Background: an optimization exercise with open tools, aiming at small area, a short achievable clock period and few clock cycles. Do not read the settings as production practice.
Function was checked by simulation only, so behaviour that the tests miss may differ from the original.

==> flow/design.v (outline; a module is shown in full before it is edited, if it fits) <==
// module fadd_p1: 34 lines
// module fadd_p2: 12 lines
// module clz28: 8 lines
// module fadd_p3: 25 lines
// module fadd_p3h: 26 lines
// module fadd_q1: 17 lines
// module fadd_q2: 13 lines
// module fadd_q3: 24 lines
// module fadd3: 22 lines
// module faddq: 7 lines
// module faddqh: 7 lines
// module fadd: 6 lines
// module clz24: 8 lines
// module ctz24: 8 lines
// module fmul_t: 37 lines
// module fmul_s: 24 lines
// module fmul_r: 25 lines
// module fmul3: 26 lines
// module fmul: 7 lines
// module add_ks: 38 lines
// module fdiv_pre: 32 lines
// module fdiv_iter: 33 lines
// module fdiv_post1: 32 lines
// module fdiv_post2: 27 lines
// module fdiv: 8 lines
// module mul24_csa: 1123 lines
// module pipe: 15 lines
// module fp_lt: 12 lines
// module fp_clamp: 11 lines
// module pid_engine: 393 lines
module pid_engine (
    input  wire        clk,
    input  wire        rst,           
    input  wire        in_valid,
    output wire        in_ready,
    input  wire [31:0] in_word,       
    input  wire [31:0] in_a,          
    input  wire [31:0] in_b,          
    input  wire [31:0] in_c,          
    input  wire [31:0] in_d,          
    input  wire [31:0] in_e,          
    input  wire [31:0] in_f,          
    output reg         out_valid,
    output reg  [1:0]  out_status,    
    output reg  [31:0] out_result     
);
  // ...
==> flow/run.sh <==
#!/bin/bash
# synth_recipe.tcl (not shown) runs the flow's synth.tcl, then flattens the netlist and writes it again
# the make line also repeats each setting of config.mk as NAME=value (left out here)
make -C /OpenROAD-flow-scripts/flow DESIGN_CONFIG=/design/flow/config.mk WORK_HOME=/design/flow/orfs CLKGATE_MAP_FILE= SYNTH_SCRIPT=/design/flow/synth_recipe.tcl finish
==> flow/config.mk <==
export PLATFORM = sky130hd
export DESIGN_NAME = pid_engine
export DESIGN_NICKNAME = pid_engine
export VERILOG_FILES = /design/flow/design.v
export SDC_FILE = /design/flow/constraint.sdc
export NUM_CORES = 4
export LEC_CHECK = 0
export ABC_CLOCK_PERIOD_IN_PS = 7000
export CAP_MARGIN = 70
export CORE_MARGIN = 2
export CORE_UTILIZATION = 45
export SLEW_MARGIN = 70
==> flow/constraint.sdc <==
create_clock -name core_clock -period 20.0 [get_ports {clk}]
set_input_delay 4.0000 -clock core_clock [delete_from_list [all_inputs] [get_ports {clk}]]
set_output_delay 4.0000 -clock core_clock [all_outputs]
set_load 0.01 [all_outputs]
==> flow_metrics.tcl, run 1 <==
set metrics [dict create \
    root_buffer "clkbuf_16" \
    clock_sinks 7242 \
    path_common_cell "buf_4" \
    path_buf_inv 6 \
    num_antenna_cells 127 \
    synthTopCellsByCount "4876 x dfxtp_1, 3230 x inv_1, 2860 x nand2_1" \
    sh_seq_area 0.387 \
    post_drt_wl_per_cell_um 24.5 \
    syn_avg_cell_area_um2 10.4 \
    status "no timing/DRC/antenna violations" \
    layout_commonest_cell "dfxtp_1" \
    wl_met2_um 560000 \
    dominant_cells "multi-input gates" \
    yosysMostFrequentCell "dfxtp_1" \
    seq_area_mm2 0.169 \
    highest_layer "met5" \
    critical_path_depth 24 \
    worstHoldEndpoint "p_m1.sr[266]$_DFF_P_" \
    ys_ff_latch 7242 \
    timing.hold.ws_ns 0.300 \
    tns_ns 0 \
    setup_slack_ns 12.77 \
    grt_max_degree 89 \
    use_met2 0.451 \
    dp_hpwl_um 883000 \
    cp.arrival_ns 8.24 \
    grt_setup_unrepaired "no" \
]
Testbench counts, summed over its fixed seeds: cycles 9,081.
==> module fadd_q1, before the edit <==
module fadd_q1 (
    input  wire [31:0] a,
    input  wire [31:0] b,
    output wire        sign,      
    output wire [7:0]  ex,        
    output wire [23:0] mx,
    output wire [26:0] zs,        
    output wire        sub,
    output wire [1:0]  spc,       
    output wire        spc_s
);
    wire [23:0] mz; wire [4:0] d;
    fadd_p1 u1 (.a(a), .b(b), .sign(sign), .ex(ex), .mx(mx), .mz(mz), .d(d), .sub(sub), .spc(spc), .spc_s(spc_s));
    wire [50:0] zw  = {mz, 27'd0} >> d;
    wire        zst = |zw[23:0];
    assign zs = {zw[50:25], zw[24] | zst};
endmodule
==> module fadd_q2, before the edit <==
module fadd_q2 #(parameter H = 0) (
    input  wire [7:0]  ex,
    input  wire [23:0] mx,
    input  wire [26:0] zs,
    input  wire        sub,
    output wire [27:0] r,
    output wire [4:0]  s           
);
    assign r = {1'b0, mx, 3'b000} + ({1'b0, zs} ^ {28{sub}}) + {27'd0, sub};
    wire [7:0]  el  = ex - H;
    wire [27:0] sen = (el > 8'd27) ? 28'd0 : (28'h8000000 >> el[4:0]);
    clz28 u_lz (.v(r | sen), .n(s));
endmodule
==> module fadd3, before the edit <==
module fadd3 #(parameter H = 0) (
    input  wire        clk,
    input  wire [31:0] a,
    input  wire [31:0] b,
    output reg  [31:0] y
);
    wire s1, sub1, ss1; wire [7:0] ex1; wire [23:0] mx1; wire [26:0] zs1; wire [1:0] spc1;
    fadd_q1 u1 (.a(a), .b(b), .sign(s1), .ex(ex1), .mx(mx1), .zs(zs1), .sub(sub1), .spc(spc1), .spc_s(ss1));
    reg  r1_s, r1_sub, r1_ss; reg [7:0] r1_ex; reg [23:0] r1_mx; reg [26:0] r1_zs; reg [1:0] r1_spc;
    always @(posedge clk) begin
        r1_s <= s1; r1_sub <= sub1; r1_ss <= ss1; r1_ex <= ex1; r1_mx <= mx1; r1_zs <= zs1; r1_spc <= spc1;
    end
    wire [27:0] r2; wire [4:0] sh2;
    fadd_q2 #(H) u2 (.ex(r1_ex), .mx(r1_mx), .zs(r1_zs), .sub(r1_sub), .r(r2), .s(sh2));
    reg  r2_s, r2_sub, r2_ss; reg [7:0] r2_ex; reg [27:0] r2_r; reg [4:0] r2_sh; reg [1:0] r2_spc;
    always @(posedge clk) begin
        r2_s <= r1_s; r2_sub <= r1_sub; r2_ss <= r1_ss; r2_ex <= r1_ex; r2_r <= r2; r2_sh <= sh2; r2_spc <= r1_spc;
    end
    wire [31:0] yy;
    fadd_q3 #(H) u3 (.sign(r2_s), .ex(r2_ex), .r(r2_r), .s(r2_sh), .sub(r2_sub), .spc(r2_spc), .spc_s(r2_ss), .y(yy));
    always @(posedge clk) y <= yy;
endmodule
==> module faddq, before the edit <==
module faddq (input wire [31:0] a, input wire [31:0] b, output wire [31:0] y);
    wire s1, sub1, ss1; wire [7:0] ex1; wire [23:0] mx1; wire [26:0] zs1; wire [1:0] spc1;
    wire [27:0] r2; wire [4:0] sh2;
    fadd_q1 u1 (.a(a), .b(b), .sign(s1), .ex(ex1), .mx(mx1), .zs(zs1), .sub(sub1), .spc(spc1), .spc_s(ss1));
    fadd_q2 u2 (.ex(ex1), .mx(mx1), .zs(zs1), .sub(sub1), .r(r2), .s(sh2));
    fadd_q3 u3 (.sign(s1), .ex(ex1), .r(r2), .s(sh2), .sub(sub1), .spc(spc1), .spc_s(ss1), .y(y));
endmodule
==> module faddqh, before the edit <==
module faddqh (input wire [31:0] a, input wire [31:0] b, output wire [31:0] y);
    wire s1, sub1, ss1; wire [7:0] ex1; wire [23:0] mx1; wire [26:0] zs1; wire [1:0] spc1;
    wire [27:0] r2; wire [4:0] sh2;
    fadd_q1 u1 (.a(a), .b(b), .sign(s1), .ex(ex1), .mx(mx1), .zs(zs1), .sub(sub1), .spc(spc1), .spc_s(ss1));
    fadd_q2 #(1) u2 (.ex(ex1), .mx(mx1), .zs(zs1), .sub(sub1), .r(r2), .s(sh2));
    fadd_q3 #(1) u3 (.sign(s1), .ex(ex1), .r(r2), .s(sh2), .sub(sub1), .spc(spc1), .spc_s(ss1), .y(y));
endmodule
==> module pid_engine, before the edit <==
module pid_engine (
    input  wire        clk,
    input  wire        rst,           
    input  wire        in_valid,
    output wire        in_ready,
    input  wire [31:0] in_word,       
    input  wire [31:0] in_a,          
    input  wire [31:0] in_b,          
    input  wire [31:0] in_c,          
    input  wire [31:0] in_d,          
    input  wire [31:0] in_e,          
    input  wire [31:0] in_f,          
    output reg         out_valid,
    output reg  [1:0]  out_status,    
    output reg  [31:0] out_result     
);
    localparam N = 7;
    localparam [1:0] ST_OK = 2'd0, ST_FAULT = 2'd2, ST_HALTED = 2'd3;
    localparam [3:0] C_ILLEGAL_OP = 4'd1, C_BAD_ID = 4'd2, C_PARAMS_UNINIT = 4'd4,
                     C_NAN_OPERAND = 4'd5, C_DT_NONPOSITIVE = 4'd6, C_NAN_RESULT = 4'd8;
    localparam L = 29;                
    function is_nan(input [31:0] x);
        is_nan = (x[30:23] == 8'hFF) && (x[22:0] != 23'd0);
    endfunction
    function [31:0] sat_limit(input [31:0] x);
        sat_limit = (x[31] && (x[30:0] != 31'd0)) ? 32'd0 : x;
    endfunction
    function [N:1] dec7(input [2:0] i);
        integer j;
        for (j = 1; j <= N; j = j + 1) dec7[j] = (i == j);
    endfunction
    function [31:0] sel7(input [N:1] oh, input [32*N-1:0] w);
        integer j;
        begin
            sel7 = 32'd0;
            for (j = 1; j <= N; j = j + 1)
                sel7 = sel7 | (w[32*(j-1) +: 32] & {32{oh[j]}});
        end
    endfunction
    reg [31:0] kp   [1:N];
    reg [31:0] ki   [1:N];
    reg [31:0] kd   [1:N];
    reg [31:0] ilim [1:N];
    reg [31:0] olim [1:N];
    reg [31:0] sthr [1:N];
    reg [N:1]  sep_en;
    reg [N:1]  dmeas;
    reg [N:1]  pvalid;
    reg [31:0] integ  [1:N];
    reg [31:0] lerr   [1:N];
    reg [31:0] lfb    [1:N];
    reg [N:1]  zl;                    
    reg [N:1]  zi;                    
    reg        halt;
    wire [32*N-1:0] f_kp, f_ki, f_kd, f_ilim, f_olim, f_sthr, f_integ, f_lerr, f_lfb;
    genvar g;
    generate
        for (g = 1; g <= N; g = g + 1) begin : flat
            assign f_kp[32*(g-1) +: 32]    = kp[g];
            assign f_ki[32*(g-1) +: 32]    = ki[g];
            assign f_kd[32*(g-1) +: 32]    = kd[g];
            assign f_ilim[32*(g-1) +: 32]  = ilim[g];
            assign f_olim[32*(g-1) +: 32]  = olim[g];
            assign f_sthr[32*(g-1) +: 32]  = sthr[g];
            assign f_integ[32*(g-1) +: 32] = integ[g];
            assign f_lerr[32*(g-1) +: 32]  = lerr[g];
            assign f_lfb[32*(g-1) +: 32]   = lfb[g];
        end
    endgenerate
    reg        b_v;
    reg [31:0] b_a, b_b, b_c, b_d, b_e, b_f;
    reg        b_pid, b_prst, b_wrp, b_idok, b_aux0, b_aux1;
    reg [N:1]  b_oh;
    reg [2:0]  b_idx;
    reg        b_pnan, b_wnan, b_dtle0;
    reg        hz;                    
    wire [7:0]  i_opc = in_word[31:24];
    wire [7:0]  i_id  = in_word[23:16];
    wire [15:0] i_aux = in_word[15:0];
    wire        i_pid  = (i_opc == 8'h20) && (i_aux == 16'd0);
    wire        i_prst = (i_opc == 8'h21) && (i_aux == 16'd0);
    wire        i_wrp  = (i_opc == 8'h40) && (i_aux[15:2] == 14'd0);
    wire        i_idok = (i_id >= 8'd1) && (i_id <= N);
    wire [N:1]  i_oh;
    generate
        for (g = 1; g <= N; g = g + 1) begin : dec
            assign i_oh[g] = (i_id == g);
        end
    endgenerate
    wire        i_pnan = is_nan(in_a) || is_nan(in_b) || is_nan(in_c);
    wire        i_wnan = is_nan(in_d) || is_nan(in_e) || is_nan(in_f);
    wire issue    = b_v && !hz;
    assign in_ready = !b_v || !hz;
    wire accept   = in_valid && in_ready;
    reg  [3:0] cause;
    always @(*) begin
        cause = 4'd0;
        if (!(b_pid || b_prst || b_wrp))
            cause = C_ILLEGAL_OP;
        else if (!b_idok)
            cause = C_BAD_ID;
        else if (b_pid && !(|(pvalid & b_oh)))
            cause = C_PARAMS_UNINIT;
        else if ((b_pid && b_pnan) || (b_wrp && (b_pnan || b_wnan)))
            cause = C_NAN_OPERAND;
        else if (b_pid && b_dtle0)
            cause = C_DT_NONPOSITIVE;
    end
    reg [L:2]  sv;                    
    reg [L:2]  sisp;                  
    reg [L:2]  spid;                  
    reg [2:0]  sid  [2:L];            
    reg [13:2] skill;                 
    reg [N:1]  soh  [2:13];            
    reg [3:0]  scz  [2:L];            
    wire        b_pidok = b_pid && b_idok;
    wire        do_wrp  = issue && b_wrp && b_idok;
    wire        do_prst = issue && b_prst && b_idok;
    integer k;
    reg [N:1] hA, hW, hP;
    always @(*) begin
        hW = (issue && b_pidok) ? b_oh : {N{1'b0}};
        hA = hW;
        for (k = 2; k <= 4; k = k + 1)
            if (sv[k] && spid[k]) hA = hA | soh[k];
        hP = hA;
        for (k = 5; k <= 7; k = k + 1)
            if (sv[k] && spid[k]) hP = hP | soh[k];
    end
    wire pend_busy_n;
    wire n_pid  = in_ready ? i_pid  : b_pid;
    wire n_prst = in_ready ? i_prst : b_prst;
    wire n_wrp  = in_ready ? i_wrp  : b_wrp;
    wire [N:1] n_oh = in_ready ? i_oh : b_oh;
    wire hz_n = (n_pid && |(hA & n_oh)) || (n_wrp && (pend_busy_n || |(hW & n_oh))) || (n_prst && |(hP & n_oh));
    always @(posedge clk) begin
        if (rst) begin
            b_v <= 1'b0;
            hz  <= 1'b0;
        end else begin
            b_v <= accept || (b_v && !issue);
            hz  <= hz_n;
        end
        if (in_ready) begin
            b_a <= in_a; b_b <= in_b; b_c <= in_c; b_d <= in_d; b_e <= in_e; b_f <= in_f;
            b_pid <= i_pid; b_prst <= i_prst; b_wrp <= i_wrp; b_idok <= i_idok;
            b_aux0 <= i_aux[0]; b_aux1 <= i_aux[1]; b_oh <= i_oh; b_idx <= i_id[2:0];
            b_pnan <= i_pnan; b_wnan <= i_wnan;
            b_dtle0 <= (in_c[30:0] == 31'd0) || in_c[31];
        end
    end
    always @(posedge clk) begin
        if (rst) sv <= 0;
        else     sv <= {sv[L-1:2], issue};
        sisp <= {sisp[L-1:2], b_pid};
        spid <= {spid[L-1:2], b_pidok};
        sid[2] <= b_idx;
        for (k = 3; k <= L; k = k + 1) sid[k] <= sid[k-1];
        soh[2] <= b_oh;
        for (k = 3; k <= 13; k = k + 1) soh[k] <= soh[k-1];
        scz[2] <= cause;
        for (k = 3; k <= L; k = k + 1) scz[k] <= scz[k-1];
        skill[2] <= 1'b0;
        for (k = 3; k <= 13; k = k + 1)
            skill[k] <= skill[k-1] || (do_prst && |(soh[k-1] & b_oh));
    end
    wire        e1_s, e1_sub, e1_ss; wire [7:0] e1_ex; wire [23:0] e1_mx; wire [26:0] e1_zs;
    wire [1:0]  e1_spc;
    fadd_q1 u_e1 (.a(b_a), .b({~b_b[31], b_b[30:0]}), .sign(e1_s), .ex(e1_ex), .mx(e1_mx),
                  .zs(e1_zs), .sub(e1_sub), .spc(e1_spc), .spc_s(e1_ss));
    reg         c2_s, c2_sub, c2_ss; reg [7:0] c2_ex; reg [23:0] c2_mx; reg [26:0] c2_zs; reg [1:0] c2_spc;
    reg  [31:0] c2_fb, c2_dt;
    always @(posedge clk) begin
        c2_s <= e1_s; c2_sub <= e1_sub; c2_ss <= e1_ss; c2_ex <= e1_ex; c2_mx <= e1_mx; c2_zs <= e1_zs;
        c2_spc <= e1_spc; c2_fb <= b_b; c2_dt <= b_c;
    end
    wire [27:0] e2_r; wire [4:0] e2_sh;
    fadd_q2 u_e2 (.ex(c2_ex), .mx(c2_mx), .zs(c2_zs), .sub(c2_sub), .r(e2_r), .s(e2_sh));
    reg         c3_s, c3_sub, c3_ss; reg [7:0] c3_ex; reg [27:0] c3_r; reg [4:0] c3_sh; reg [1:0] c3_spc;
    reg  [31:0] c3_fb, c3_dt;
    always @(posedge clk) begin
        c3_s <= c2_s; c3_sub <= c2_sub; c3_ss <= c2_ss; c3_ex <= c2_ex; c3_r <= e2_r; c3_sh <= e2_sh;
        c3_spc <= c2_spc; c3_fb <= c2_fb; c3_dt <= c2_dt;
    end
    wire [31:0] err3;
    fadd_q3 u_e3 (.sign(c3_s), .ex(c3_ex), .r(c3_r), .s(c3_sh), .sub(c3_sub), .spc(c3_spc), .spc_s(c3_ss), .y(err3));
    wire        z3 = |(zl & soh[3]);
    wire [31:0] lerr3 = z3 ? 32'd0 : sel7(soh[3], f_lerr);
    wire [31:0] lfb3  = z3 ? 32'd0 : sel7(soh[3], f_lfb);
    wire        dm3   = |(dmeas & soh[3]);
    reg  [31:0] c4_err, c4_lerr, c4_kp, c4_sthr, c4_na, c4_nb;
    reg         c4_sp;
    always @(posedge clk) begin
        c4_err  <= err3;
        c4_lerr <= lerr3;
        c4_kp   <= sel7(soh[3], f_kp);
        c4_sthr <= sel7(soh[3], f_sthr);
        c4_sp   <= |(sep_en & soh[3]);
        c4_na   <= dm3 ? lfb3 : err3;
        c4_nb   <= dm3 ? {~c3_fb[31], c3_fb[30:0]} : {~lerr3[31], lerr3[30:0]};
    end
    wire [31:0] dt7;
    pipe #(32, 4) p_dt (.clk(clk), .d(c3_dt), .q(dt7));
    wire en_l;    
    pipe #(1, L-4) p_en (.clk(clk), .d(is_nan(c4_err)), .q(en_l));
    wire sep_lt4;
    fp_lt u_sep (.a({1'b0, c4_err[30:0]}), .b(c4_sthr), .y(sep_lt4));
    wire sep10;
    pipe #(1, 6) p_sep (.clk(clk), .d(!c4_sp || sep_lt4), .q(sep10));
    wire [31:0] m1_7, m1_17;
    fmul3 u_m1 (.clk(clk), .a(c4_kp), .b(c4_err), .y(m1_7));
    pipe #(32, 10) p_m1 (.clk(clk), .d(m1_7), .q(m1_17));
    wire [31:0] c7_half, c7_dn;
    fadd3 #(1) u_sum (.clk(clk), .a(c4_err), .b(c4_lerr), .y(c7_half));
    fadd3      u_dn  (.clk(clk), .a(c4_na),  .b(c4_nb),   .y(c7_dn));
    wire [31:0] x10;
    fmul3 u_x (.clk(clk), .a(c7_half), .b(dt7), .y(x10));
    wire [27:0] dv7_ws; wire [23:0] dv7_nb; wire signed [10:0] dv7_e; wire dv7_s; wire [1:0] dv7_spc;
    fdiv_pre u_dpre (.a(c7_dn), .b(dt7), .ws(dv7_ws), .nb(dv7_nb), .e(dv7_e), .sign(dv7_s), .spc(dv7_spc));
    reg  [27:0] dws [8:21];
    reg  [27:0] dwc [8:21];
    reg  [23:0] dnb [8:21];
    reg  signed [10:0] de [8:22];
    reg         ds  [8:22];
    reg  [1:0]  dspc [8:22];
    reg  [25:0] dqp [8:21];
    reg  [25:0] dqn [8:21];
    always @(posedge clk) begin
        dws[8] <= dv7_ws; dwc[8] <= 28'd0; dnb[8] <= dv7_nb; de[8] <= dv7_e; ds[8] <= dv7_s;
        dspc[8] <= dv7_spc; dqp[8] <= 26'd0; dqn[8] <= 26'd0;
    end
    generate
        for (g = 8; g <= 20; g = g + 1) begin : dstage
            wire [27:0] ws_o, wc_o; wire [1:0] qp_o, qn_o;
            fdiv_iter #(2) u_it (.ws_i(dws[g]), .wc_i(dwc[g]), .nb(dnb[g]),
                                 .ws_o(ws_o), .wc_o(wc_o), .qp(qp_o), .qn(qn_o));
            always @(posedge clk) begin
                dws[g+1] <= ws_o; dwc[g+1] <= wc_o; dnb[g+1] <= dnb[g]; de[g+1] <= de[g];
                ds[g+1] <= ds[g]; dspc[g+1] <= dspc[g];
                dqp[g+1] <= {dqp[g][23:0], qp_o}; dqn[g+1] <= {dqn[g][23:0], qn_o};
            end
        end
    endgenerate
    wire [25:0] q21; wire rnz21; wire [4:0] rs1_21, rs0_21;
    fdiv_post1 u_dp1 (.ws(dws[21]), .wc(dwc[21]), .nb(dnb[21]), .qp(dqp[21]), .qn(dqn[21]), .e(de[21]),
                      .q(q21), .rnz(rnz21), .rs1(rs1_21), .rs0(rs0_21));
    reg  [25:0] c22_q; reg c22_rnz; reg [4:0] c22_rs1, c22_rs0;
    always @(posedge clk) begin
        c22_q <= q21; c22_rnz <= rnz21; c22_rs1 <= rs1_21; c22_rs0 <= rs0_21;
        de[22] <= de[21]; ds[22] <= ds[21]; dspc[22] <= dspc[21];
    end
    wire [31:0] der22;
    fdiv_post2 u_dp2 (.q(c22_q), .rnz(c22_rnz), .e(de[22]), .rs1(c22_rs1), .rs0(c22_rs0), .sign(ds[22]),
                      .spc(dspc[22]), .y(der22));
    reg  [31:0] c23_der;
    always @(posedge clk) c23_der <= der22;
    reg  [31:0] c10_int;
    always @(posedge clk) c10_int <= (|(zi & soh[9])) ? 32'd0 : sel7(soh[9], f_integ);
    wire [31:0] inc10 = sep10 ? x10 : 32'h80000000;
    wire [31:0] c13_acc;
    fadd3 u_acc (.clk(clk), .a(c10_int), .b(inc10), .y(c13_acc));
    reg  [31:0] ilim13, ki14, kd23, olim29;
    always @(posedge clk) begin
        ilim13 <= sel7(soh[12], f_ilim);
        ki14   <= sel7(soh[13], f_ki);
        kd23   <= sel7(dec7(sid[22]), f_kd);
        olim29 <= sel7(dec7(sid[28]), f_olim);
    end
    wire [31:0] int13;
    fp_clamp u_cli (.x(c13_acc), .l(ilim13), .y(int13));
    reg  [31:0] c14_int;
    always @(posedge clk) c14_int <= int13;
    wire in_l;
    pipe #(1, L-13) p_in (.clk(clk), .d(is_nan(int13)), .q(in_l));
    wire [31:0] m2_17;
    fmul3 u_m2 (.clk(clk), .a(ki14), .b(c14_int), .y(m2_17));
    wire [31:0] s1_20, s1_26;
    fadd3 u_s1 (.clk(clk), .a(m1_17), .b(m2_17), .y(s1_20));
    pipe #(32, 6) p_s1 (.clk(clk), .d(s1_20), .q(s1_26));
    wire [31:0] m3_26;
    fmul3 u_m3 (.clk(clk), .a(kd23), .b(c23_der), .y(m3_26));
    wire [31:0] c29_u;
    fadd3 u_u (.clk(clk), .a(s1_26), .b(m3_26), .y(c29_u));
    wire [31:0] outL;
    fp_clamp u_clo (.x(c29_u), .l(olim29), .y(outL));
    wire nanL = en_l || in_l || is_nan(outL);
    wire [3:0] czL = scz[L];
    wire       faultL = (czL != 4'd0) || (sisp[L] && nanL);
    wire wr3 = sv[3] && spid[3];
    wire wr4 = sv[4] && spid[4];
    wire wr13 = sv[13] && spid[13] && !skill[13] && !(do_prst && |(soh[13] & b_oh));
    always @(posedge clk) begin
        for (k = 1; k <= N; k = k + 1) begin
            if (do_wrp && b_oh[k]) begin
                kp[k]     <= b_a;
                sthr[k]   <= b_f;
                sep_en[k] <= b_aux0;
                dmeas[k]  <= b_aux1;
            end
            if (il_we && il_oh[k]) ilim[k] <= il_d;
            if (ki_we && ki_oh[k]) ki[k]   <= ki_d;
            if (kd_we && kd_oh[k]) kd[k]   <= kd_d;
            if (ol_we && ol_oh[k]) olim[k] <= ol_d;
            if (wr3 && soh[3][k])
                lfb[k]  <= c3_fb;
            if (wr4 && soh[4][k])
                lerr[k] <= c4_err;
            if (wr13 && soh[13][k])
                integ[k] <= int13;
        end
    end
    localparam R_IL = 12, R_KI = 13, R_KD = 22, R_OL = 28;
    reg [4:0] kmin;
    always @(*) begin
        kmin = 5'd31;
        for (k = R_OL - 1; k >= 2; k = k - 1)
            if (sv[k] && spid[k] && sid[k] == b_idx) kmin = k[4:0];
    end
    reg  [N:1]  pb_oh;
    reg  [31:0] pb_il, pb_ki, pb_kd, pb_ol;
    reg  [4:0]  pc_il, pc_ki, pc_kd, pc_ol;    
    wire [4:0]  dl_il = (kmin < R_IL) ? (R_IL - kmin) : 5'd0;
    wire [4:0]  dl_ki = (kmin < R_KI) ? (R_KI - kmin) : 5'd0;
    wire [4:0]  dl_kd = (kmin < R_KD) ? (R_KD - kmin) : 5'd0;
    wire [4:0]  dl_ol = (kmin < R_OL) ? (R_OL - kmin) : 5'd0;
    wire        il_we = (do_wrp && dl_il == 5'd0) || pc_il == 5'd1;
    wire        ki_we = (do_wrp && dl_ki == 5'd0) || pc_ki == 5'd1;
    wire        kd_we = (do_wrp && dl_kd == 5'd0) || pc_kd == 5'd1;
    wire        ol_we = (do_wrp && dl_ol == 5'd0) || pc_ol == 5'd1;
    wire [N:1]  il_oh = (pc_il == 5'd1) ? pb_oh : b_oh;
    wire [N:1]  ki_oh = (pc_ki == 5'd1) ? pb_oh : b_oh;
    wire [N:1]  kd_oh = (pc_kd == 5'd1) ? pb_oh : b_oh;
    wire [N:1]  ol_oh = (pc_ol == 5'd1) ? pb_oh : b_oh;
    wire [31:0] il_d  = (pc_il == 5'd1) ? pb_il : sat_limit(b_d);
    wire [31:0] ki_d  = (pc_ki == 5'd1) ? pb_ki : b_b;
    wire [31:0] kd_d  = (pc_kd == 5'd1) ? pb_kd : b_c;
    wire [31:0] ol_d  = (pc_ol == 5'd1) ? pb_ol : sat_limit(b_e);
    function [4:0] cnt_next(input [4:0] c, input ld, input [4:0] dl);
        cnt_next = ld ? dl : ((c != 5'd0) ? c - 5'd1 : 5'd0);
    endfunction
    wire [4:0] pc_il_n = cnt_next(pc_il, do_wrp, dl_il);
    wire [4:0] pc_ki_n = cnt_next(pc_ki, do_wrp, dl_ki);
    wire [4:0] pc_kd_n = cnt_next(pc_kd, do_wrp, dl_kd);
    wire [4:0] pc_ol_n = cnt_next(pc_ol, do_wrp, dl_ol);
    assign pend_busy_n = (pc_il_n != 5'd0) || (pc_ki_n != 5'd0) || (pc_kd_n != 5'd0) || (pc_ol_n != 5'd0);
    always @(posedge clk) begin
        if (rst) begin
            pc_il <= 5'd0; pc_ki <= 5'd0; pc_kd <= 5'd0; pc_ol <= 5'd0;
        end else begin
            pc_il <= pc_il_n; pc_ki <= pc_ki_n; pc_kd <= pc_kd_n; pc_ol <= pc_ol_n;
        end
        if (do_wrp) begin
            pb_oh <= b_oh;
            pb_il <= sat_limit(b_d); pb_ki <= b_b; pb_kd <= b_c; pb_ol <= sat_limit(b_e);
        end
    end
    always @(posedge clk) begin
        if (rst) begin
            pvalid <= 0;
            zl     <= {N{1'b1}};
            zi     <= {N{1'b1}};
            halt   <= 1'b0;
            out_valid  <= 1'b0;
            out_status <= 2'd0;
            out_result <= 32'd0;
        end else begin
            if (do_wrp) pvalid <= pvalid | b_oh;
            if (wr4) zl <= zl & ~soh[4];
            if (wr13) zi <= zi & ~soh[13];
            if (do_prst) begin
                zl <= (wr4 ? (zl & ~soh[4]) : zl) | b_oh;
                zi <= (wr13 ? (zi & ~soh[13]) : zi) | b_oh;
            end
            out_valid <= sv[L];
            if (sv[L]) begin
                if (halt) begin
                    out_status <= ST_HALTED;
                    out_result <= 32'd0;
                end else if (czL != 4'd0) begin
                    out_status <= ST_FAULT;
                    out_result <= {28'd0, czL};
                end else if (sisp[L] && nanL) begin
                    out_status <= ST_FAULT;
                    out_result <= {28'd0, C_NAN_RESULT};
                end else begin
                    out_status <= ST_OK;
                    out_result <= sisp[L] ? outL : 32'd0;
                end
                if (faultL) halt <= 1'b1;
            end
        end
    end
endmodule
==> run 2, diff against run 1 <==
--- a/flow/design.v
+++ b/flow/design.v
@@ -110,5 +110,6 @@
     output wire [7:0]  ex,        
-    output wire [23:0] mx,
+    output wire [23:0] mx,        
     output wire [26:0] zs,        
     output wire        sub,
+    output wire        rev,       
     output wire [1:0]  spc,       
@@ -116,7 +117,34 @@
 );
-    wire [23:0] mz; wire [4:0] d;
-    fadd_p1 u1 (.a(a), .b(b), .sign(sign), .ex(ex), .mx(mx), .mz(mz), .d(d), .sub(sub), .spc(spc), .spc_s(spc_s));
-    wire [50:0] zw  = {mz, 27'd0} >> d;
-    wire        zst = |zw[23:0];
-    assign zs = {zw[50:25], zw[24] | zst};
+    wire a_max = &a[30:23], b_max = &b[30:23];
+    wire a_nan = a_max && (a[22:0] != 0);
+    wire b_nan = b_max && (b[22:0] != 0);
+    wire a_inf = a_max && (a[22:0] == 0);
+    wire b_inf = b_max && (b[22:0] == 0);
+    wire an = a[30:23] != 0, bn = b[30:23] != 0;
+    wire [7:0]  ea = {a[30:24], a[23] | ~an};
+    wire [7:0]  eb = {b[30:24], b[23] | ~bn};
+    wire [23:0] ma = {an, a[22:0]};
+    wire [23:0] mb = {bn, b[22:0]};
+    wire [8:0]  dab = {1'b0, ea} - {1'b0, eb};
+    wire [8:0]  dba = {1'b0, eb} - {1'b0, ea};
+    wire        age = !dab[8];
+    wire [7:0]  dd  = age ? dab[7:0] : dba[7:0];
+    wire [4:0]  d   = (dd > 8'd27) ? 5'd27 : dd[4:0];
+    assign ex = age ? ea : eb;
+    assign mx = age ? ma : mb;
+    wire [23:0] mz = age ? mb : ma;
+    reg  [23:0] lost;
+    integer     i;
+    always @(*)
+        for (i = 0; i < 24; i = i + 1) lost[i] = (i + 4 <= d);
+    wire        zst = |(mz & lost);
+    wire [26:0] zw  = {mz, 3'b000} >> d;
+    assign zs = {zw[26:1], zw[0] | zst};
+    wire        swap = b[30:0] > a[30:0];
+    assign sign = swap ? b[31] : a[31];
+    assign sub  = a[31] ^ b[31];
+    assign rev  = sub && swap && (dab == 9'd0);
+    assign spc   = (a_nan || b_nan || (a_inf && b_inf) && (a[31] != b[31])) ? 2'd1 :
+                   (a_inf || b_inf) ? 2'd2 : 2'd0;
+    assign spc_s = a_inf ? a[31] : b[31];
 endmodule
@@ -127,2 +155,3 @@
     input  wire        sub,
+    input  wire        rev,
     output wire [27:0] r,
@@ -130,3 +159,7 @@
 );
-    assign r = {1'b0, mx, 3'b000} + ({1'b0, zs} ^ {28{sub}}) + {27'd0, sub};
+    wire [27:0] xa = {1'b0, mx, 3'b000};
+    wire [27:0] za = {1'b0, zs};
+    wire [27:0] oa = rev ? za : xa;
+    wire [27:0] ob = rev ? ~xa : (za ^ {28{sub}});
+    assign r = oa + ob + {27'd0, sub};
     wire [7:0]  el  = ex - H;
@@ -165,10 +198,11 @@
 );
-    wire s1, sub1, ss1; wire [7:0] ex1; wire [23:0] mx1; wire [26:0] zs1; wire [1:0] spc1;
-    fadd_q1 u1 (.a(a), .b(b), .sign(s1), .ex(ex1), .mx(mx1), .zs(zs1), .sub(sub1), .spc(spc1), .spc_s(ss1));
-    reg  r1_s, r1_sub, r1_ss; reg [7:0] r1_ex; reg [23:0] r1_mx; reg [26:0] r1_zs; reg [1:0] r1_spc;
+    wire s1, sub1, rev1, ss1; wire [7:0] ex1; wire [23:0] mx1; wire [26:0] zs1; wire [1:0] spc1;
+    fadd_q1 u1 (.a(a), .b(b), .sign(s1), .ex(ex1), .mx(mx1), .zs(zs1), .sub(sub1), .rev(rev1), .spc(spc1), .spc_s(ss1));
+    reg  r1_s, r1_sub, r1_rev, r1_ss; reg [7:0] r1_ex; reg [23:0] r1_mx; reg [26:0] r1_zs; reg [1:0] r1_spc;
     always @(posedge clk) begin
-        r1_s <= s1; r1_sub <= sub1; r1_ss <= ss1; r1_ex <= ex1; r1_mx <= mx1; r1_zs <= zs1; r1_spc <= spc1;
+        r1_s <= s1; r1_sub <= sub1; r1_rev <= rev1; r1_ss <= ss1; r1_ex <= ex1; r1_mx <= mx1; r1_zs <= zs1;
+        r1_spc <= spc1;
     end
     wire [27:0] r2; wire [4:0] sh2;
-    fadd_q2 #(H) u2 (.ex(r1_ex), .mx(r1_mx), .zs(r1_zs), .sub(r1_sub), .r(r2), .s(sh2));
+    fadd_q2 #(H) u2 (.ex(r1_ex), .mx(r1_mx), .zs(r1_zs), .sub(r1_sub), .rev(r1_rev), .r(r2), .s(sh2));
     reg  r2_s, r2_sub, r2_ss; reg [7:0] r2_ex; reg [27:0] r2_r; reg [4:0] r2_sh; reg [1:0] r2_spc;
@@ -182,6 +216,6 @@
 module faddq (input wire [31:0] a, input wire [31:0] b, output wire [31:0] y);
-    wire s1, sub1, ss1; wire [7:0] ex1; wire [23:0] mx1; wire [26:0] zs1; wire [1:0] spc1;
+    wire s1, sub1, rev1, ss1; wire [7:0] ex1; wire [23:0] mx1; wire [26:0] zs1; wire [1:0] spc1;
     wire [27:0] r2; wire [4:0] sh2;
-    fadd_q1 u1 (.a(a), .b(b), .sign(s1), .ex(ex1), .mx(mx1), .zs(zs1), .sub(sub1), .spc(spc1), .spc_s(ss1));
-    fadd_q2 u2 (.ex(ex1), .mx(mx1), .zs(zs1), .sub(sub1), .r(r2), .s(sh2));
+    fadd_q1 u1 (.a(a), .b(b), .sign(s1), .ex(ex1), .mx(mx1), .zs(zs1), .sub(sub1), .rev(rev1), .spc(spc1), .spc_s(ss1));
+    fadd_q2 u2 (.ex(ex1), .mx(mx1), .zs(zs1), .sub(sub1), .rev(rev1), .r(r2), .s(sh2));
     fadd_q3 u3 (.sign(s1), .ex(ex1), .r(r2), .s(sh2), .sub(sub1), .spc(spc1), .spc_s(ss1), .y(y));
@@ -189,6 +223,6 @@
 module faddqh (input wire [31:0] a, input wire [31:0] b, output wire [31:0] y);
-    wire s1, sub1, ss1; wire [7:0] ex1; wire [23:0] mx1; wire [26:0] zs1; wire [1:0] spc1;
+    wire s1, sub1, rev1, ss1; wire [7:0] ex1; wire [23:0] mx1; wire [26:0] zs1; wire [1:0] spc1;
     wire [27:0] r2; wire [4:0] sh2;
-    fadd_q1 u1 (.a(a), .b(b), .sign(s1), .ex(ex1), .mx(mx1), .zs(zs1), .sub(sub1), .spc(spc1), .spc_s(ss1));
-    fadd_q2 #(1) u2 (.ex(ex1), .mx(mx1), .zs(zs1), .sub(sub1), .r(r2), .s(sh2));
+    fadd_q1 u1 (.a(a), .b(b), .sign(s1), .ex(ex1), .mx(mx1), .zs(zs1), .sub(sub1), .rev(rev1), .spc(spc1), .spc_s(ss1));
+    fadd_q2 #(1) u2 (.ex(ex1), .mx(mx1), .zs(zs1), .sub(sub1), .rev(rev1), .r(r2), .s(sh2));
     fadd_q3 #(1) u3 (.sign(s1), .ex(ex1), .r(r2), .s(sh2), .sub(sub1), .spc(spc1), .spc_s(ss1), .y(y));
@@ -1741,3 +1775,2 @@
     reg [2:0]  b_idx;
-    reg        b_pnan, b_wnan, b_dtle0;
     reg        hz;                    
@@ -1756,4 +1789,2 @@
     endgenerate
-    wire        i_pnan = is_nan(in_a) || is_nan(in_b) || is_nan(in_c);
-    wire        i_wnan = is_nan(in_d) || is_nan(in_e) || is_nan(in_f);
     wire issue    = b_v && !hz;
@@ -1761,2 +1792,5 @@
     wire accept   = in_valid && in_ready;
+    wire b_pnan  = is_nan(b_a) || is_nan(b_b) || is_nan(b_c);
+    wire b_wnan  = is_nan(b_d) || is_nan(b_e) || is_nan(b_f);
+    wire b_dtle0 = (b_c[30:0] == 31'd0) || b_c[31];
     reg  [3:0] cause;
@@ -1814,4 +1848,2 @@
             b_aux0 <= i_aux[0]; b_aux1 <= i_aux[1]; b_oh <= i_oh; b_idx <= i_id[2:0];
-            b_pnan <= i_pnan; b_wnan <= i_wnan;
-            b_dtle0 <= (in_c[30:0] == 31'd0) || in_c[31];
         end
@@ -1833,14 +1865,14 @@
     end
-    wire        e1_s, e1_sub, e1_ss; wire [7:0] e1_ex; wire [23:0] e1_mx; wire [26:0] e1_zs;
+    wire        e1_s, e1_sub, e1_rev, e1_ss; wire [7:0] e1_ex; wire [23:0] e1_mx; wire [26:0] e1_zs;
     wire [1:0]  e1_spc;
     fadd_q1 u_e1 (.a(b_a), .b({~b_b[31], b_b[30:0]}), .sign(e1_s), .ex(e1_ex), .mx(e1_mx),
-                  .zs(e1_zs), .sub(e1_sub), .spc(e1_spc), .spc_s(e1_ss));
-    reg         c2_s, c2_sub, c2_ss; reg [7:0] c2_ex; reg [23:0] c2_mx; reg [26:0] c2_zs; reg [1:0] c2_spc;
+                  .zs(e1_zs), .sub(e1_sub), .rev(e1_rev), .spc(e1_spc), .spc_s(e1_ss));
+    reg         c2_s, c2_sub, c2_rev, c2_ss; reg [7:0] c2_ex; reg [23:0] c2_mx; reg [26:0] c2_zs; reg [1:0] c2_spc;
     reg  [31:0] c2_fb, c2_dt;
     always @(posedge clk) begin
-        c2_s <= e1_s; c2_sub <= e1_sub; c2_ss <= e1_ss; c2_ex <= e1_ex; c2_mx <= e1_mx; c2_zs <= e1_zs;
-        c2_spc <= e1_spc; c2_fb <= b_b; c2_dt <= b_c;
+        c2_s <= e1_s; c2_sub <= e1_sub; c2_rev <= e1_rev; c2_ss <= e1_ss; c2_ex <= e1_ex; c2_mx <= e1_mx;
+        c2_zs <= e1_zs; c2_spc <= e1_spc; c2_fb <= b_b; c2_dt <= b_c;
     end
     wire [27:0] e2_r; wire [4:0] e2_sh;
-    fadd_q2 u_e2 (.ex(c2_ex), .mx(c2_mx), .zs(c2_zs), .sub(c2_sub), .r(e2_r), .s(e2_sh));
+    fadd_q2 u_e2 (.ex(c2_ex), .mx(c2_mx), .zs(c2_zs), .sub(c2_sub), .rev(c2_rev), .r(e2_r), .s(e2_sh));
     reg         c3_s, c3_sub, c3_ss; reg [7:0] c3_ex; reg [27:0] c3_r; reg [4:0] c3_sh; reg [1:0] c3_spc;
==> run 2 against run 1 <==
Compared with the run above:
- flip-flop and latch count up 3
- critical path type is now register to output port
- clock skew is 0.038 ns higher
- via count up 5.4%
- maximum frequency increased by 7.2%
==> flow_metrics.tcl, run 2 <==
set metrics [dict create \
    status "no timing/DRC/antenna violations" \
    yosys.area.top_type "dfxtp_1" \
    core_area_mm2 0.872 \
    vias_per_cell 5.77 \
    slew_viol_final 0 \
    setup_viol 0 \
    drive_above_1_share 0.127 \
    maxCapViolCount 0 \
    crit_path_end_kind "output port" \
    placed_cells_incl_taps 48700 \
    dieArea_mm2 0.882 \
    synth.area.top_cells "dfxtp_1 25%, edfxtp_1 18%, fa_1 13%" \
    largestRegisters "dws x376, dnb x336, dwc x325" \
    skew_ns 0.135 \
    root_buffer "clkbuf_16" \
    grt_max_degree 83 \
    cts_setup_buffers 0 \
    period_minus_slack_ns 6.75 \
    cts_resized 0 \
    hold_viol_final 0 \
    overflow 0 \
    start_util 0.451 \
    crit_type "register to output port" \
    regMostFlops "dws" \
    dp_slack_ns 12.88 \
    ys_ff_latch 7245 \
    synthTopCellsByCount "4882 x dfxtp_1, 3225 x inv_1, 2738 x nor2_1" \
    grt_pass1_vias 291000 \
    syn_area_mm2 0.393 \
    largest_reg_flops 376 \
    mostFrequentLayoutCells "4674 x dfxtp_1, 3188 x inv_1, 2633 x nor2_1" \
    critPathMaxFanout 36 \
    async_flop_share 0 \
    dp_hpwl_um 941000 \
    maxSlewHeadroom 0.652 \
    hold_buffers 0 \
    ctsHtreeMaxLevel 6 \
    synth_cells 37800 \
    synth_top_flop_cell "dfxtp_1" \
    clockBufferDepth 4 \
    syn_avg_cell_area_um2 10.4 \
    yosysTopAreaCellShare 0.248 \
    rows 343 \
    clock_latency_ns 1.19 \
    tns_ns 0 \
    startpoint_type "register" \
    ys_seq_area_frac 0.429 \
    worst_pin_slew_ns 0.521 \
    worst_ep_required_time_ns 16.00 \
    synth_edf_count 2363 \
    post_drt_wl_per_cell_um 25.3 \
    cts-buffers-inserted 751 \
    clock_sinks 7245 \
    gp_congestion 0.962 \
    period_share 0.337 \
    grt_util_all_layers 0.279 \
    syn_nets 42000 \
    clock.fmax_mhz 148 \
    grt_setup_unrepaired "no" \
    stdcell_count 50200 \
    path_clk_slew_ns 0.07 \
    cp.arrival_ns 2.75 \
    first_pass_iters 9 \
    grt_pass1_wl_um 1890000 \
    yosysMostFrequentCell "dfxtp_1" \
    ant_nets 0 \
    drt_iter0_markers 27000 \
    area_delta_synth_final_pct 14.7 \
    num_vias 290000 \
    min_path_type "register to register" \
    utilization 0.517 \
    antenna_found_initial 126 \
    fp.dieW_um 939 \
    drc 0 \
    layout_commonest_cell "dfxtp_1" \
    pin_count 263 \
    yosys_warnings 62 \
    port_buffers 262 \
    setup_slack_ns 13.25 \
    synth_cell_types 101 \
    wirelength_um 1270000 \
    finalInstanceArea_mm2 0.451 \
    final_nets 42200 \
    die_h_um 939 \
    postPlaceCellArea_mm2 0.421 \
    cts_tree "yes" \
]
-- run 2: path summary, 6_finish.rpt --
check / to / from / slack, ns / depth (start not counted)
setup reg to reg: c2_zs[0]$_DFF_P_ / b_a[23]$_DFFE_PN_ / 14.07 / 20
hold / removal: p_en.sr[15]$_DFF_P_ / p_en.sr[14]$_DFF_P_ / 0.25 / 0
setup / recovery: in_ready / b_v$_SDFF_PP0_ / 13.25 / 4
hold reg to reg: p_en.sr[15]$_DFF_P_ / p_en.sr[14]$_DFF_P_ / 0.25 / 0
-- run 2: critical path, stage by stage, from the launching register on --
cell             delay, ns
dfxtp_1               0.31
and2_1                0.15
buf_4                 0.21
inv_12                0.25
clkdlybuf4s50_1       0.62
-- run 2: cell families after synthesis --
group,Yosys count,synth area share
AOI/OAI and AO/OA,7553,0.126
muxes,1711,0.0534
adders and majority gates,4037,0.178
other,1,0.00000953
buffers and inverters,5209,0.0500
xor gates and xnor gates,1509,0.0336
and+or+nand+nor,10500,0.131
DFF,7245,0.429
-- run 2: layer usage --
| layer | vias up | share of wire | track usage |
|---|---|---|---|
| met2 | 11400 | 0.46 | 0.458 |
| met4 | 56 | 0.048 | 0.111 |
| met1 | 145000 | 0.41 | 0.365 |
| met5 | - | 0.00066 | 0 |
| li1 | 132000 | - | - |
| met3 | 2606 | 0.080 | 0.0540 |
-- run 2: stage by stage --
| stage | hold slack [ns] |
|---|---|
| floorplan | 0.310 |
| global placement | 0.310 |
| detailed placement | 0.312 |
| CTS | 0.252 |
| global route | 0.270 |
| finish | 0.250 |
-- run 2: final cells by class --
| class | count | area, um2 |
|---|---|---|
| antenna | 92 | 230 |
| clock buffer | 1023 | 21300 |
| clock inverter | 382 | 5440 |
| fill | 77000 | 421000 |
| inverter | 3287 | 12400 |
| multi-input combinational | 25300 | 214000 |
| sequential | 7245 | 169000 |
| tap | 11600 | 14500 |
| timing repair buffer | 1346 | 14600 |
Testbench counts of run 2, summed over its fixed seeds: cycles 9,081.
==> run 3, diff against run 2 <==
--- a/flow/design.v
+++ b/flow/design.v
@@ -2011,11 +2011,21 @@
     localparam R_IL = 12, R_KI = 13, R_KD = 22, R_OL = 28;
-    reg [4:0] kmin;
+    reg  [4:0] ky [1:N];
+    reg  [4:0] kmin;
     always @(*) begin
-        kmin = 5'd31;
-        for (k = R_OL - 1; k >= 2; k = k - 1)
-            if (sv[k] && spid[k] && sid[k] == b_idx) kmin = k[4:0];
+        kmin = 5'd0;
+        for (k = 1; k <= N; k = k + 1)
+            kmin = kmin | (ky[k] & {5{b_oh[k]}});
+    end
+    always @(posedge clk) begin
+        for (k = 1; k <= N; k = k + 1) begin
+            if (rst)
+                ky[k] <= 5'd31;
+            else if (issue && b_pidok && b_oh[k])
+                ky[k] <= 5'd2;
+            else if (ky[k] >= R_OL - 1)
+                ky[k] <= 5'd31;
+            else
+                ky[k] <= ky[k] + 5'd1;
+        end
     end
-    reg  [N:1]  pb_oh;
-    reg  [31:0] pb_il, pb_ki, pb_kd, pb_ol;
-    reg  [4:0]  pc_il, pc_ki, pc_kd, pc_ol;    
     wire [4:0]  dl_il = (kmin < R_IL) ? (R_IL - kmin) : 5'd0;
@@ -2024,14 +2034,11 @@
     wire [4:0]  dl_ol = (kmin < R_OL) ? (R_OL - kmin) : 5'd0;
-    wire        il_we = (do_wrp && dl_il == 5'd0) || pc_il == 5'd1;
-    wire        ki_we = (do_wrp && dl_ki == 5'd0) || pc_ki == 5'd1;
-    wire        kd_we = (do_wrp && dl_kd == 5'd0) || pc_kd == 5'd1;
-    wire        ol_we = (do_wrp && dl_ol == 5'd0) || pc_ol == 5'd1;
-    wire [N:1]  il_oh = (pc_il == 5'd1) ? pb_oh : b_oh;
-    wire [N:1]  ki_oh = (pc_ki == 5'd1) ? pb_oh : b_oh;
-    wire [N:1]  kd_oh = (pc_kd == 5'd1) ? pb_oh : b_oh;
-    wire [N:1]  ol_oh = (pc_ol == 5'd1) ? pb_oh : b_oh;
-    wire [31:0] il_d  = (pc_il == 5'd1) ? pb_il : sat_limit(b_d);
-    wire [31:0] ki_d  = (pc_ki == 5'd1) ? pb_ki : b_b;
-    wire [31:0] kd_d  = (pc_kd == 5'd1) ? pb_kd : b_c;
-    wire [31:0] ol_d  = (pc_ol == 5'd1) ? pb_ol : sat_limit(b_e);
+    reg  [N:1]  pa_oh, pb_oh;
+    reg  [31:0] pa_il, pa_ki, pa_kd, pa_ol, pb_il, pb_ki, pb_kd, pb_ol;
+    reg  [4:0]  ca_il, ca_ki, ca_kd, ca_ol, cb_il, cb_ki, cb_kd, cb_ol;    
+    wire        a_free = (ca_il == 5'd0) && (ca_ki == 5'd0) && (ca_kd == 5'd0) && (ca_ol == 5'd0);
+    wire        ld_a = do_wrp && a_free;
+    wire        ld_b = do_wrp && !a_free;
+    function [4:0] dly(input [4:0] dl, input [4:0] other);
+        dly = (dl != 5'd0 && other == dl + 5'd1) ? dl + 5'd1 : dl;
+    endfunction
     function [4:0] cnt_next(input [4:0] c, input ld, input [4:0] dl);
@@ -2039,14 +2046,41 @@
     endfunction
-    wire [4:0] pc_il_n = cnt_next(pc_il, do_wrp, dl_il);
-    wire [4:0] pc_ki_n = cnt_next(pc_ki, do_wrp, dl_ki);
-    wire [4:0] pc_kd_n = cnt_next(pc_kd, do_wrp, dl_kd);
-    wire [4:0] pc_ol_n = cnt_next(pc_ol, do_wrp, dl_ol);
-    assign pend_busy_n = (pc_il_n != 5'd0) || (pc_ki_n != 5'd0) || (pc_kd_n != 5'd0) || (pc_ol_n != 5'd0);
+    wire [4:0] ca_il_n = cnt_next(ca_il, ld_a, dly(dl_il, cb_il));
+    wire [4:0] ca_ki_n = cnt_next(ca_ki, ld_a, dly(dl_ki, cb_ki));
+    wire [4:0] ca_kd_n = cnt_next(ca_kd, ld_a, dly(dl_kd, cb_kd));
+    wire [4:0] ca_ol_n = cnt_next(ca_ol, ld_a, dly(dl_ol, cb_ol));
+    wire [4:0] cb_il_n = cnt_next(cb_il, ld_b, dly(dl_il, ca_il));
+    wire [4:0] cb_ki_n = cnt_next(cb_ki, ld_b, dly(dl_ki, ca_ki));
+    wire [4:0] cb_kd_n = cnt_next(cb_kd, ld_b, dly(dl_kd, ca_kd));
+    wire [4:0] cb_ol_n = cnt_next(cb_ol, ld_b, dly(dl_ol, ca_ol));
+    wire        a_busy_n = (ca_il > 5'd1) || (ca_ki > 5'd1) || (ca_kd > 5'd1) || (ca_ol > 5'd1) || ld_a;
+    wire        b_busy_n = (cb_il > 5'd1) || (cb_ki > 5'd1) || (cb_kd > 5'd1) || (cb_ol > 5'd1) || ld_b;
+    wire        wr_n = (ca_il == 5'd2) || (ca_ki == 5'd2) || (ca_kd == 5'd2) || (ca_ol == 5'd2) ||
+                       (cb_il == 5'd2) || (cb_ki == 5'd2) || (cb_kd == 5'd2) || (cb_ol == 5'd2) ||
+                       (do_wrp && (kmin == R_IL - 1 || kmin == R_KI - 1 || kmin == R_KD - 1 || kmin == R_OL - 1));
+    assign pend_busy_n = (a_busy_n && b_busy_n) || wr_n;
+    wire        il_we = (do_wrp && dl_il == 5'd0) || ca_il == 5'd1 || cb_il == 5'd1;
+    wire        ki_we = (do_wrp && dl_ki == 5'd0) || ca_ki == 5'd1 || cb_ki == 5'd1;
+    wire        kd_we = (do_wrp && dl_kd == 5'd0) || ca_kd == 5'd1 || cb_kd == 5'd1;
+    wire        ol_we = (do_wrp && dl_ol == 5'd0) || ca_ol == 5'd1 || cb_ol == 5'd1;
+    wire [N:1]  il_oh = (ca_il == 5'd1) ? pa_oh : (cb_il == 5'd1) ? pb_oh : b_oh;
+    wire [N:1]  ki_oh = (ca_ki == 5'd1) ? pa_oh : (cb_ki == 5'd1) ? pb_oh : b_oh;
+    wire [N:1]  kd_oh = (ca_kd == 5'd1) ? pa_oh : (cb_kd == 5'd1) ? pb_oh : b_oh;
+    wire [N:1]  ol_oh = (ca_ol == 5'd1) ? pa_oh : (cb_ol == 5'd1) ? pb_oh : b_oh;
+    wire [31:0] il_d  = (ca_il == 5'd1) ? pa_il : (cb_il == 5'd1) ? pb_il : sat_limit(b_d);
+    wire [31:0] ki_d  = (ca_ki == 5'd1) ? pa_ki : (cb_ki == 5'd1) ? pb_ki : b_b;
+    wire [31:0] kd_d  = (ca_kd == 5'd1) ? pa_kd : (cb_kd == 5'd1) ? pb_kd : b_c;
+    wire [31:0] ol_d  = (ca_ol == 5'd1) ? pa_ol : (cb_ol == 5'd1) ? pb_ol : sat_limit(b_e);
     always @(posedge clk) begin
         if (rst) begin
-            pc_il <= 5'd0; pc_ki <= 5'd0; pc_kd <= 5'd0; pc_ol <= 5'd0;
+            ca_il <= 5'd0; ca_ki <= 5'd0; ca_kd <= 5'd0; ca_ol <= 5'd0;
+            cb_il <= 5'd0; cb_ki <= 5'd0; cb_kd <= 5'd0; cb_ol <= 5'd0;
         end else begin
-            pc_il <= pc_il_n; pc_ki <= pc_ki_n; pc_kd <= pc_kd_n; pc_ol <= pc_ol_n;
+            ca_il <= ca_il_n; ca_ki <= ca_ki_n; ca_kd <= ca_kd_n; ca_ol <= ca_ol_n;
+            cb_il <= cb_il_n; cb_ki <= cb_ki_n; cb_kd <= cb_kd_n; cb_ol <= cb_ol_n;
+        end
+        if (ld_a) begin
+            pa_oh <= b_oh;
+            pa_il <= sat_limit(b_d); pa_ki <= b_b; pa_kd <= b_c; pa_ol <= sat_limit(b_e);
         end
-        if (do_wrp) begin
+        if (ld_b) begin
             pb_oh <= b_oh;
--- a/flow/config.mk
+++ b/flow/config.mk
@@ -10,3 +10,3 @@
 export CORE_MARGIN = 2
-export CORE_UTILIZATION = 45
+export CORE_UTILIZATION = 55
 export SLEW_MARGIN = 70
==> run 3 against run 2 <==
Compared with the run above:
- non-clock buffer count shrank 11
- worst setup slack gained 0.13 ns
- still clean on timing, DRC and antenna
- final area grew 1.0%
- register-to-register slack lost 0.15 ns
- largest cell class unchanged
- critical path type unchanged
==> flow_metrics.tcl, run 3 <==
set metrics [dict create \
    period_minus_slack_ns 6.61 \
    drc 0 \
    area_delta_synth_final_pct 13.6 \
    hold_viol_final 0 \
    utilization 0.627 \
    mostFrequentLayoutCells "4705 x dfxtp_1, 3139 x inv_1, 2799 x nand2_1" \
    synth.area.top_cells "dfxtp_1 25%, edfxtp_1 19%, fa_1 13%" \
    overflow 0 \
    slew_viol_final 0 \
    placed_cells_incl_taps 47400 \
    drt_iter0_markers 29500 \
    tns_ns 0 \
    period_share 0.331 \
    cp_top_family "buffers and inverters" \
    cts_resized 0 \
    cts_setup_buffers 0 \
    worst_pin_slew_ns 0.506 \
    path_clk_slew_ns 0.07 \
    core_area_mm2 0.727 \
    grt_pass1_wl_um 1930000 \
    regMostFlops "dws" \
    setup_viol 0 \
    gp_congestion 0.991 \
    worst_ep_required_time_ns 16.00 \
    dp_hpwl_um 961000 \
    yosysMostFrequentCell "dfxtp_1" \
    largest_reg_flops 376 \
    pin_count 263 \
    ys_seq_area_frac 0.433 \
    rows 313 \
    yosysTopAreaCellShare 0.246 \
    fp.dieW_um 858 \
    first_pass_iters 7 \
    clock.fmax_mhz 151 \
    maxCapViolCount 0 \
    async_flop_share 0 \
    cp.arrival_ns 2.61 \
    post_drt_wl_per_cell_um 26.6 \
    ant_nets 0 \
    cts_tree "yes" \
    maxSlewHeadroom 0.653 \
    syn_area_mm2 0.401 \
    reg2reg_from "p_sep.sr[5]$_DFF_P_" \
    ys_ff_latch 7421 \
    wirelength_um 1300000 \
    status "no timing/DRC/antenna violations" \
    path_buf_inv 2 \
    postPlaceCellArea_mm2 0.427 \
    final_nets 42900 \
    synth_top_flop_cell "dfxtp_1" \
    antenna_found_initial 72 \
    synthTopCellsByCount "4923 x dfxtp_1, 3181 x inv_1, 2841 x nand2_1" \
    holdCritStartpoint "p_sep.sr[4]$_DFF_P_" \
    port_buffers 262 \
    grt_util_all_layers 0.345 \
    layout_commonest_cell "dfxtp_1" \
    root_buffer "clkbuf_16" \
    slowest_delay_ns 0.64 \
    crit_type "register to output port" \
    stdcell_count 48900 \
    start_util 0.552 \
    yosys_warnings 64 \
    grt_max_degree 84 \
    cts-buffers-inserted 746 \
    drive_above_1_share 0.123 \
    clock_latency_ns 1.18 \
    syn_nets 42800 \
    clock_sinks 7421 \
    grt_setup_unrepaired "no" \
    clockBufferDepth 4 \
    ctsHtreeMaxLevel 6 \
    worstPathCellList "and2_1, inv_8, clkdlybuf4s50_1" \
    hold_buffers 0 \
    min_path_type "register to register" \
    vias_per_cell 6.09 \
    crit_path_end_kind "output port" \
    largestRegisters "dws x376, dnb x336, dwc x325" \
    synth_cell_types 108 \
    grt_pass1_vias 298000 \
    cp_slowest_cell "clkdlybuf4s50_1" \
    critPathMaxFanout 21 \
    synth_edf_count 2498 \
    synth_cells 38500 \
    startpoint_type "register" \
    die_h_um 858 \
    num_vias 298000 \
    dieArea_mm2 0.736 \
    skew_ns 0.130 \
    finalInstanceArea_mm2 0.456 \
    syn_avg_cell_area_um2 10.4 \
    yosys.area.top_type "dfxtp_1" \
    crit_start "b_v$_SDFF_PP0_" \
    fillCellCount 58500 \
]
-- run 3: changes by cell type in the layout (fill, tap and decap cells not counted), sizes merged, moves of 36 or more --
cell / previous run / this run
a21o: 404 / 479
a21oi: 1994 / 2159
dfxtp: 4882 / 4923
edfxtp: 2363 / 2498
mux2: 619 / 460
mux2i: 844 / 1062
nand2: 2588 / 2841
nor3: 605 / 558
o21a: 192 / 156
o21ai: 1585 / 1674
o311ai: 59 / 21
xnor2: 687 / 729
-- run 3: final cells by class --
type / instances / area, um2 / share of cell area
Antenna cell: 64 / 160 / 0.000351
Multi-Input combinational cell: 25900 / 217000 / 0.475
Tap cell: 9607 / 12000 / 0.0264
Clock inverter: 360 / 4970 / 0.0109
Inverter: 3250 / 12300 / 0.0271
Sequential cell: 7421 / 174000 / 0.382
Clock buffer: 1036 / 21300 / 0.0467
Timing Repair Buffer: 1335 / 14400 / 0.0315
-- run 3: through the flow --
step                      hold slack, ns  setup slack [ns]
after floorplan                    0.310             11.53
after global placement             0.309             13.02
after detailed placement           0.312             13.38
after CTS                          0.269             13.33
after global routing               0.281             13.32
final                              0.282             13.39
-- run 3: kinds of logic after synthesis --
| family | count (synthesis) | synth area share |
|---|---|---|
| fa+ha+maj | 4070 | 0.176 |
| flops | 7421 | 0.433 |
| other cells | 1 | 0.00000934 |
| simple gates | 10700 | 0.130 |
| mux | 1769 | 0.0533 |
| compound gates | 7773 | 0.126 |
| buf+inv | 5249 | 0.0495 |
| xor+xnor | 1532 | 0.0334 |
-- run 3: path summary, 6_finish.rpt --
kind / end / slack [ns] / cells after the start
max reg2reg: u_acc.r1_zs[0]$_DFF_P_ / 13.92 / 23
min: p_sep.sr[5]$_DFF_P_ / 0.28 / 0
min reg2reg: p_sep.sr[5]$_DFF_P_ / 0.28 / 0
max: in_ready / 13.39 / 3
-- run 3: metal layers --
layer / GRT usage / vias up / wire, um
li1: - / 134000 / -
met1: 0.448 / 148000 / 516000
met2: 0.561 / 13200 / 601000
met3: 0.0532 / 3136 / 101000
met4: 0.184 / 20 / 85000
met5: 0 / - / 128
Testbench counts of run 3, summed over its fixed seeds: cycles 8,948.

-- re-timing with driven ports --
Ports are ideal in the flow. The routed layouts listed here were re-timed in OpenROAD.
Step 1, drivers: a clkbuf_16 drives clk and a buf_2 each remaining input, both assumed.
Step 2 adds t to the input delays and takes it off the output delays; t is the mean of the earliest and latest rising clock arrival at the registers after step 1. Input paths then give back, and output paths get back, about the clock's delay inside the block.
a / b / c = ideal ports / drivers / drivers and shift; a / b = the first two.
run | t (ns) | setup WS [ns] | worst setup path at the end
run 1 | 1.255 | 12.769 / 12.769 / 12.435 | input to register
run 2 | 1.285 | 13.253 / 13.094 / 12.798 | input to register
run 3 | 1.276 | 13.387 / 13.226 / 13.373 | input to register
After both steps every run listed still meets setup and hold. The setup slack of run 2, which loses most, moves by -0.159 ns with the drivers and by -0.455 ns with both steps.
